This is an optimization exercise on Yosys and OpenROAD, whose aim is small area, a short achievable clock period and few clock cycles, not a production implementation.
At most, simulation tests tie the RTL to the original design; equivalence was not proved.
No activity file was given, so power comes from the tool's default toggle rates.

Setup of quartz:
==> flow/design.v <==
module e20_cache_level #(
    parameter BLK_BITS = 2,    
    parameter ROW_BITS = 3,    
    parameter WAYS     = 2
) (
    input  wire                 clk,
    input  wire                 rst,
    input  wire                 access,    
    input  wire [12:0]          addr,
    output wire [ROW_BITS-1:0]  row,
    output reg                  hit
);
    localparam TAG_BITS = 13 - BLK_BITS - ROW_BITS;
    localparam ROWS     = 1 << ROW_BITS;
    localparam LINES    = ROWS * WAYS;
    localparam CNT_BITS = (WAYS < 2) ? 1 : (WAYS < 4) ? 2 : (WAYS < 8) ? 3 : 4;
    wire [TAG_BITS-1:0] tag = addr[12:BLK_BITS+ROW_BITS];
    assign row = addr[BLK_BITS+ROW_BITS-1:BLK_BITS];
    wire [LINES*TAG_BITS-1:0] tags_flat;
    wire [ROWS*CNT_BITS-1:0]  cnt_flat;
    wire [WAYS*TAG_BITS-1:0] row_tags = tags_flat[row*WAYS*TAG_BITS +: WAYS*TAG_BITS];
    wire [CNT_BITS-1:0]      row_cnt  = cnt_flat[row*CNT_BITS +: CNT_BITS];
    integer i;
    reg [WAYS-1:0] shift;      
    always @(*) begin
        hit   = 1'b0;
        shift = {WAYS{1'b1}};  
        for (i = 0; i < WAYS; i = i + 1) begin
            if (row_cnt >= WAYS - i && row_tags[i*TAG_BITS +: TAG_BITS] == tag)
                hit = 1'b1;
        end
        if (hit) begin
            for (i = 0; i < WAYS; i = i + 1)
                shift[i] = 1'b0;
            for (i = 0; i < WAYS; i = i + 1) begin
                if (row_cnt >= WAYS - i && row_tags[i*TAG_BITS +: TAG_BITS] == tag)
                    shift = ~((1 << i) - 1);    
            end
        end
    end
    wire                cnt_up  = !hit && row_cnt != WAYS;
    wire [CNT_BITS-1:0] cnt_new = row_cnt + 1'b1;
    genvar r, p;
    generate
        for (r = 0; r < ROWS; r = r + 1) begin : g_row
            wire upd = access && (row == r);
            reg [CNT_BITS-1:0] cnt_q;
            always @(posedge clk) begin
                if (rst)
                    cnt_q <= {CNT_BITS{1'b0}};
                else if (upd && cnt_up)
                    cnt_q <= cnt_new;
            end
            assign cnt_flat[r*CNT_BITS +: CNT_BITS] = cnt_q;
            for (p = 0; p < WAYS; p = p + 1) begin : g_line
                reg [TAG_BITS-1:0] tag_q;
                wire [TAG_BITS-1:0] tag_in;
                if (p == WAYS - 1) begin : g_end
                    assign tag_in = tag;
                end else begin : g_mid
                    assign tag_in = tags_flat[(r*WAYS+p+1)*TAG_BITS +: TAG_BITS];
                end
                always @(posedge clk) begin
                    if (upd && shift[p])
                        tag_q <= tag_in;
                end
                assign tags_flat[(r*WAYS+p)*TAG_BITS +: TAG_BITS] = tag_q;
            end
        end
    endgenerate
endmodule
module e20_top (
    input  wire        clk,
    input  wire        rst,
    output reg         mem_req,
    output reg         mem_we,
    output reg  [12:0] mem_addr,
    output wire [15:0] mem_wdata,
    input  wire [15:0] mem_rdata,
    input  wire        mem_ready,
    output wire        ev1_valid,
    output wire [1:0]  ev1_status,    
    output wire [15:0] ev1_pc,
    output wire [12:0] ev1_addr,
    output wire [2:0]  ev1_row,
    output wire        ev2_valid,
    output wire [1:0]  ev2_status,
    output wire [15:0] ev2_pc,
    output wire [12:0] ev2_addr,
    output wire [3:0]  ev2_row,
    output wire        halted,
    output wire [15:0] pc_out,
    input  wire [2:0]  dbg_sel,
    output wire [15:0] dbg_reg
);
    reg [15:0] pc;
    reg        halt_q;
    reg [15:0] regs [1:7];
    reg        mact;
    reg        mst;          
    reg [12:0] maddr;
    reg [15:0] mwdata;
    reg [2:0]  mrd;
    reg        evv;
    reg        ev_st;
    reg        ev_h1;
    reg        ev_h2;
    wire [15:0] ir     = mem_rdata;
    wire [2:0]  opcode = ir[15:13];
    wire [2:0]  rA     = ir[12:10];
    wire [2:0]  rB     = ir[9:7];
    wire [2:0]  rD     = ir[6:4];
    wire [3:0]  func   = ir[3:0];
    wire [15:0] imm    = {{9{ir[6]}}, ir[6:0]};
    wire [15:0] target = {3'b000, ir[12:0]};
    wire [15:0] va = (rA == 3'd0) ? 16'd0 : regs[rA];
    wire [15:0] vb = (rB == 3'd0) ? 16'd0 : regs[rB];
    wire [15:0] pc1 = pc + 16'd1;
    wire [7:0]  btlo   = {1'b0, pc1[6:0]} + {1'b0, ir[6:0]};
    wire [8:0]  bt_inc = pc1[15:7] + 9'd1;
    wire [8:0]  bt_dec = pc1[15:7] - 9'd1;
    wire [15:0] btgt   = {(btlo[7] == ir[6]) ? pc1[15:7] : (btlo[7] ? bt_inc : bt_dec), btlo[6:0]};
    wire op_rrr  = (opcode == 3'd0);
    wire op_alu  = op_rrr && (func[3:2] == 2'b00 || func == 4'd4);
    wire op_jr   = op_rrr && (func == 4'd8);
    wire op_bad  = op_rrr && !op_alu && !op_jr;
    wire op_mem  = (opcode == 3'd4) || (opcode == 3'd5);
    wire do_halt = (opcode == 3'd2) && (target == pc);
    wire exec = !mact && !halt_q && mem_ready;
    wire        use_imm = !op_rrr;
    wire        inv     = op_rrr ? (func[2:0] == 3'd1 || func[2:0] == 3'd4) : (opcode == 3'd7);
    wire [15:0] bx      = (use_imm ? imm : vb) ^ {16{inv}};
    wire [15:0] sum;
    wire        cout;
    e20_add16 u_add (.a(va), .b(bx), .cin(inv), .sum(sum), .cout(cout));
    wire        lt = !cout;      
    wire       look = mact && mem_ready;
    wire       l1_hit, l2_hit;
    wire [2:0] l1_row;
    wire [3:0] l2_row;
    e20_cache_level #(.BLK_BITS(2), .ROW_BITS(3), .WAYS(2)) u_l1 (
        .clk(clk), .rst(rst), .access(look), .addr(maddr),
        .row(l1_row), .hit(l1_hit)
    );
    e20_cache_level #(.BLK_BITS(3), .ROW_BITS(4), .WAYS(4)) u_l2 (
        .clk(clk), .rst(rst), .access(look && (mst || !l1_hit)), .addr(maddr),
        .row(l2_row), .hit(l2_hit)
    );
    wire [15:0] ev_pc = pc - 16'd1;
    assign ev1_valid  = evv;
    assign ev1_status = ev_st ? 2'd2 : {1'b0, !ev_h1};
    assign ev1_pc     = ev_pc;
    assign ev1_addr   = maddr;
    assign ev1_row    = maddr[4:2];
    assign ev2_valid  = evv && (ev_st || !ev_h1);
    assign ev2_status = ev_st ? 2'd2 : {1'b0, !ev_h2};
    assign ev2_pc     = ev_pc;
    assign ev2_addr   = maddr;
    assign ev2_row    = maddr[6:3];
    assign halted  = halt_q;
    assign pc_out  = pc;
    assign dbg_reg = (dbg_sel == 3'd0) ? 16'd0 : regs[dbg_sel];
    assign mem_wdata = mwdata;
    always @(*) begin
        mem_req  = !halt_q;
        mem_we   = mact && mst;
        mem_addr = mact ? maddr : pc[12:0];
    end
    reg        wr_en;
    reg [2:0]  wr_idx;
    reg [15:0] wr_val;
    reg [15:0] next_pc;
    always @(*) begin
        wr_en   = 1'b0;
        wr_idx  = rB;
        wr_val  = sum;
        next_pc = pc1;
        case (opcode)
            3'd0: begin
                wr_en  = op_alu;
                wr_idx = rD;
                case (func[2:0])
                    3'd2: wr_val = va | vb;
                    3'd3: wr_val = va & vb;
                    3'd4: wr_val = {15'd0, lt};
                    default: wr_val = sum;
                endcase
                if (op_jr) next_pc = va;
            end
            3'd1: wr_en = 1'b1;
            3'd2: next_pc = target;
            3'd3: begin wr_en = 1'b1; wr_idx = 3'd7; wr_val = pc1; next_pc = target; end
            3'd6: if (va == vb) next_pc = btgt;
            3'd7: begin wr_en = 1'b1; wr_val = {15'd0, lt}; end
            default: ;
        endcase
    end
    integer k;
    always @(posedge clk) begin
        if (rst) begin
            pc     <= 16'd0;
            halt_q <= 1'b0;
            mact   <= 1'b0;
            evv    <= 1'b0;
            for (k = 1; k < 8; k = k + 1)
                regs[k] <= 16'd0;
        end else begin
            evv <= look;
            if (look) begin
                ev_st <= mst;
                ev_h1 <= l1_hit;
                ev_h2 <= l2_hit;
                mact  <= 1'b0;
                pc    <= pc1;
                if (!mst && mrd != 3'd0)
                    regs[mrd] <= mem_rdata;
            end
            if (exec) begin
                if (do_halt) begin
                    halt_q <= 1'b1;
                end else if (op_mem) begin
                    mact   <= 1'b1;
                    mst    <= opcode[0];
                    maddr  <= sum[12:0];
                    mwdata <= vb;
                    mrd    <= rB;
                end else if (!op_bad) begin
                    if (wr_en && wr_idx != 3'd0)
                        regs[wr_idx] <= wr_val;
                    pc <= next_pc;
                end
            end
        end
    end
endmodule
module e20_add16 (
    input  wire [15:0] a,
    input  wire [15:0] b,
    input  wire        cin,
    output wire [15:0] sum,
    output wire        cout
);
    wire [15:0] p = a ^ b;
    wire [15:0] g0 = (a & b) | {15'd0, p[0] & cin};
    wire [15:0] pp0 = p;
    wire [15:0] g1, g2, g3, g4, pp1, pp2, pp3;
    genvar i;
    generate
        for (i = 0; i < 16; i = i + 1) begin : g_l1
            if (i >= 1) begin : g_c
                assign g1[i]  = g0[i] | (pp0[i] & g0[i-1]);
                assign pp1[i] = pp0[i] & pp0[i-1];
            end else begin : g_p
                assign g1[i]  = g0[i];
                assign pp1[i] = pp0[i];
            end
        end
        for (i = 0; i < 16; i = i + 1) begin : g_l2
            if (i >= 2) begin : g_c
                assign g2[i]  = g1[i] | (pp1[i] & g1[i-2]);
                assign pp2[i] = pp1[i] & pp1[i-2];
            end else begin : g_p
                assign g2[i]  = g1[i];
                assign pp2[i] = pp1[i];
            end
        end
        for (i = 0; i < 16; i = i + 1) begin : g_l3
            if (i >= 4) begin : g_c
                assign g3[i]  = g2[i] | (pp2[i] & g2[i-4]);
                assign pp3[i] = pp2[i] & pp2[i-4];
            end else begin : g_p
                assign g3[i]  = g2[i];
                assign pp3[i] = pp2[i];
            end
        end
        for (i = 0; i < 16; i = i + 1) begin : g_l4
            if (i >= 8) begin : g_c
                assign g4[i] = g3[i] | (pp3[i] & g3[i-8]);
            end else begin : g_p
                assign g4[i] = g3[i];
            end
        end
    endgenerate
    assign sum  = p ^ {g4[14:0], cin};
    assign cout = g4[15];
endmodule
Settings: LEC_CHECK=0, ABC_AREA=1, ABC_CLOCK_PERIOD_IN_PS=4000, CAP_MARGIN=20, CORE_MARGIN=2, CORE_UTILIZATION=40, SETUP_SLACK_MARGIN=3.8, SLEW_MARGIN=20, TNS_END_PERCENT=0; clock period 8.0 ns.
run.sh (not shown) runs the stock make flow with config.mk's settings and CLKGATE_MAP_FILE= SYNTH_SCRIPT=/design/flow/synth_recipe.tcl, a recipe that flattens the netlist after the stock synthesis.
Testbench counts of quartz, summed over its fixed seeds: cycles 41,504.
### quartz -> tundra
Settings: an added CTS_CLUSTER_SIZE of 30; an added CTS_BUF_LIST of sky130_fd_sc_hd__clkbuf_4; a deleted ABC_AREA that had been 1; a change of CORE_UTILIZATION from 40 to 55.
Findings:
- The summed area of non-filler cells in the final layout of tundra was superior to that of quartz.
- On count of sequential standard cells: between quartz and tundra, it ends up lower for tundra.
- Compared with quartz, in tundra power share of the combinational group decreased 0.7 points; setup slack -0.26 ns.
- The lower simple logic cell fraction of the synthesized area of quartz and tundra is in tundra.
- tundra: all stages complete, timing, DRC and antenna checks passed
- Diff quartz -> tundra | quantity of gates resized following cts | down by more than 10%
- tundra: met3 usage higher than quartz
#### Input delta (raven over tundra)
Settings: CTS_BUF_LIST: sky130_fd_sc_hd__clkbuf_4 -> sky130_fd_sc_hd__clkbuf_8.
==> comparison <==
Depth of the most critical reg-to-reg path was higher in the run labelled tundra. raven ends up with lower clock skew than tundra does. Taking tundra as the reference point, the top achievable clock speed of raven rises by 0.0010 GHz. In the metrics for raven and tundra, the one carrying the lower highest cell delay on the worst timing path is raven. tundra has lower switching fraction of total power than raven. Number of clock-tree buffers in the layout (lower): raven. Share of the cycle needed by the critical path after routing for raven: 0.29 points down relative to tundra. The total wire length on tundra is in line with that on raven. Lower critical path depth in cells goes to tundra over raven.

========
e20_top, a different RTL version from the one above (not shown whole).
Size in the first run: roughly 4000 cells after synthesis, ~780 flip-flops, about 160 I/O pins.
==> flow/design.v (excerpt) <==
module e20_top (
    input  wire        clk,
    input  wire        rst,
    output reg         mem_req,
    output reg         mem_we,
    output reg  [12:0] mem_addr,
    output wire [15:0] mem_wdata,
    input  wire [15:0] mem_rdata,
    input  wire        mem_ready,
    output wire        ev1_valid,
    output wire [1:0]  ev1_status,    
    output wire [15:0] ev1_pc,
    output wire [12:0] ev1_addr,
    output wire [2:0]  ev1_row,
    output wire        ev2_valid,
    output wire [1:0]  ev2_status,
    output wire [15:0] ev2_pc,
    output wire [12:0] ev2_addr,
    output wire [3:0]  ev2_row,
    output wire        halted,
    output wire [15:0] pc_out,
    input  wire [2:0]  dbg_sel,
    output wire [15:0] dbg_reg
);
clock: 8.0 ns
lec_check: 0
abc_area: 1
abc_clock_period_in_ps: 4000
cap_margin: 20
core_margin: 2
core_utilization: 40
setup_slack_margin: 3.8
slew_margin: 20
tns_end_percent: 0
The baseline finished clean.
Change:
ABC_AREA = unset   (was 1)
What happened: The changed run passed the timing, design-rule and antenna checks; clock power shrinks by about 4%; wire length shrinks by 9.7%; area after synthesis shrinks by 2.4%; sequential power decreases by about 1%; maximum frequency drops by 0.40%.
No functional check of the RTL was part of any run of this note.

========
## job 103
e20_top, a different RTL version from the one above (not shown whole).
Size: about 2700 cells after synthesis, roughly 760 flip-flops, ~160 I/O pins, roughly 37000 um^2 of cells after synthesis.
## e20_top
module e20_top (
    input  wire        clk,
    input  wire        rst,
    output reg         mem_req,
    output reg         mem_we,
    output reg  [12:0] mem_addr,
    output wire [15:0] mem_wdata,
    input  wire [15:0] mem_rdata,
    input  wire        mem_ready,
    output wire        ev1_valid,
    output wire [1:0]  ev1_status,    
    output wire [15:0] ev1_pc,
    output wire [12:0] ev1_addr,
    output wire [2:0]  ev1_row,
    output wire        ev2_valid,
    output wire [1:0]  ev2_status,
    output wire [15:0] ev2_pc,
    output wire [12:0] ev2_addr,
    output wire [3:0]  ev2_row,
    output wire        halted,
    output wire [15:0] pc_out,
    input  wire [2:0]  dbg_sel,
    output wire [15:0] dbg_reg
);
==> flow/config.mk <==
export PLATFORM = sky130hd
export DESIGN_NAME = e20_top
export DESIGN_NICKNAME = e20_top
export VERILOG_FILES = /design/flow/design.v
export SDC_FILE = /design/flow/constraint.sdc
export NUM_CORES = 4
export LEC_CHECK = 0
export ABC_CLOCK_PERIOD_IN_PS = 4000
export CAP_MARGIN = 20
export CORE_MARGIN = 2
export CORE_UTILIZATION = 55
export CTS_BUF_LIST = sky130_fd_sc_hd__clkbuf_8
export CTS_CLUSTER_SIZE = 30
export SETUP_SLACK_MARGIN = 3.8
export SLEW_MARGIN = 20
export TNS_END_PERCENT = 0
==> flow/constraint.sdc <==
create_clock -name core_clock -period 8.0 [get_ports {clk}]
set_input_delay 1.6000 -clock core_clock [delete_from_list [all_inputs] [get_ports {clk}]]
set_output_delay 1.6000 -clock core_clock [all_outputs]
set_load 0.01 [all_outputs]
standard.sh (not shown) runs the stock make flow with config.mk's settings and CLKGATE_MAP_FILE= SYNTH_SCRIPT=/design/flow/synth_recipe.tcl, a recipe that flattens the netlist after the stock synthesis.
==> flow/flow/run.sh <==
#!/bin/bash
# Own layout flow: the standard ORFS flow (standard.sh, standard synthesis
# unchanged), with the resizer allowed to swap cells of other footprints
# (MATCH_CELL_FOOTPRINT=0) so it can replace slow port and logic buffers.
set -euo pipefail
bash standard.sh MATCH_CELL_FOOTPRINT=0 finish > orfs_make.log 2>&1
Job 103 went all the way through synthesis, placement and routing and the layout is clean on timing, DRC and antenna.
Setup changes, job 103 to job 105
- removing CTS_BUF_LIST (formerly sky130_fd_sc_hd__clkbuf_8)
- changing CORE_UTILIZATION from 55 to 40
- removing CTS_CLUSTER_SIZE (formerly 30)
==> flow/run.sh (new file) <==
#!/bin/bash
# synth_recipe.tcl (not shown) runs the flow's synth.tcl, then flattens the netlist and writes it again
# the make line also repeats each setting of config.mk as NAME=value (left out here)
make -C /OpenROAD-flow-scripts/flow DESIGN_CONFIG=/design/flow/config.mk WORK_HOME=/design/flow/orfs CLKGATE_MAP_FILE= SYNTH_SCRIPT=/design/flow/synth_recipe.tcl finish
removed: flow/flow/run.sh
removed: flow/standard.sh
Notes after the runs:
- Job 105 vs job 103, net count of the finished layout went down by 27.
- Looking at largest fanout on the critical path across job 105 and job 103, the one that comes out lower is job 105.
- Going from job 103 to job 105, detailed-routed wire length on met3 shrinks by 6.4%.
- NOTE: net switching fraction of the power in job 105 falls short of that of job 103
No functional check of the RTL was part of any run of this note.

[static timing again, ports no longer ideal]
The flow's constraints put no driver on any port. The routed layouts listed below were extracted and timed again, unchanged, in two steps. Step 1: set_driving_cell puts a clkbuf_16 on clk and a buf_2 on each other input, an assumption about the parent block. Step 2, shift: input delay + t, output delay - t, t = (earliest + latest rising clock arrival at the registers) / 2. This alone moves slack from input paths to output paths. Three values: no drivers, after step 1, after step 2; two values: the first two.
run | t (ns) | setup WS [ns] | hold slack, ns | worst setup path after step 2 | worst data-port slew with drivers (ns)
quartz | 0.714 | 3.419 / 3.334 / 2.621 | 0.436 / 0.436 / 0.436 | input to register | 0.22
tundra | 1.103 | 3.162 / 3.199 / 2.096 | 0.413 / 0.413 / 0.413 | input to register | 0.07
raven | 0.802 | 3.185 / 3.175 / 2.373 | 0.419 / 0.419 / 0.419 | input to register | 0.09
the first run of note 2 | 0.720 | 3.437 / 3.373 / 2.790 | 0.433 / 0.433 / 0.433 | input to register | 0.11
the second run of note 2 | 0.720 | 3.418 / 3.275 / 2.556 | 0.436 / 0.436 / 0.436 | input to register | 0.21
job 103 | 0.815 | 3.143 / 3.014 / 2.200 | 0.434 / 0.434 / 0.434 | input to register | 0.20
job 105 | 0.719 | 3.171 / 3.013 / 2.294 | 0.443 / 0.443 / 0.443 | input to register | 0.24
After both steps setup and hold are still met in every run listed. The setup slack of tundra, which loses most, moves by +0.037 ns with the drivers and by -1.066 ns with both steps.
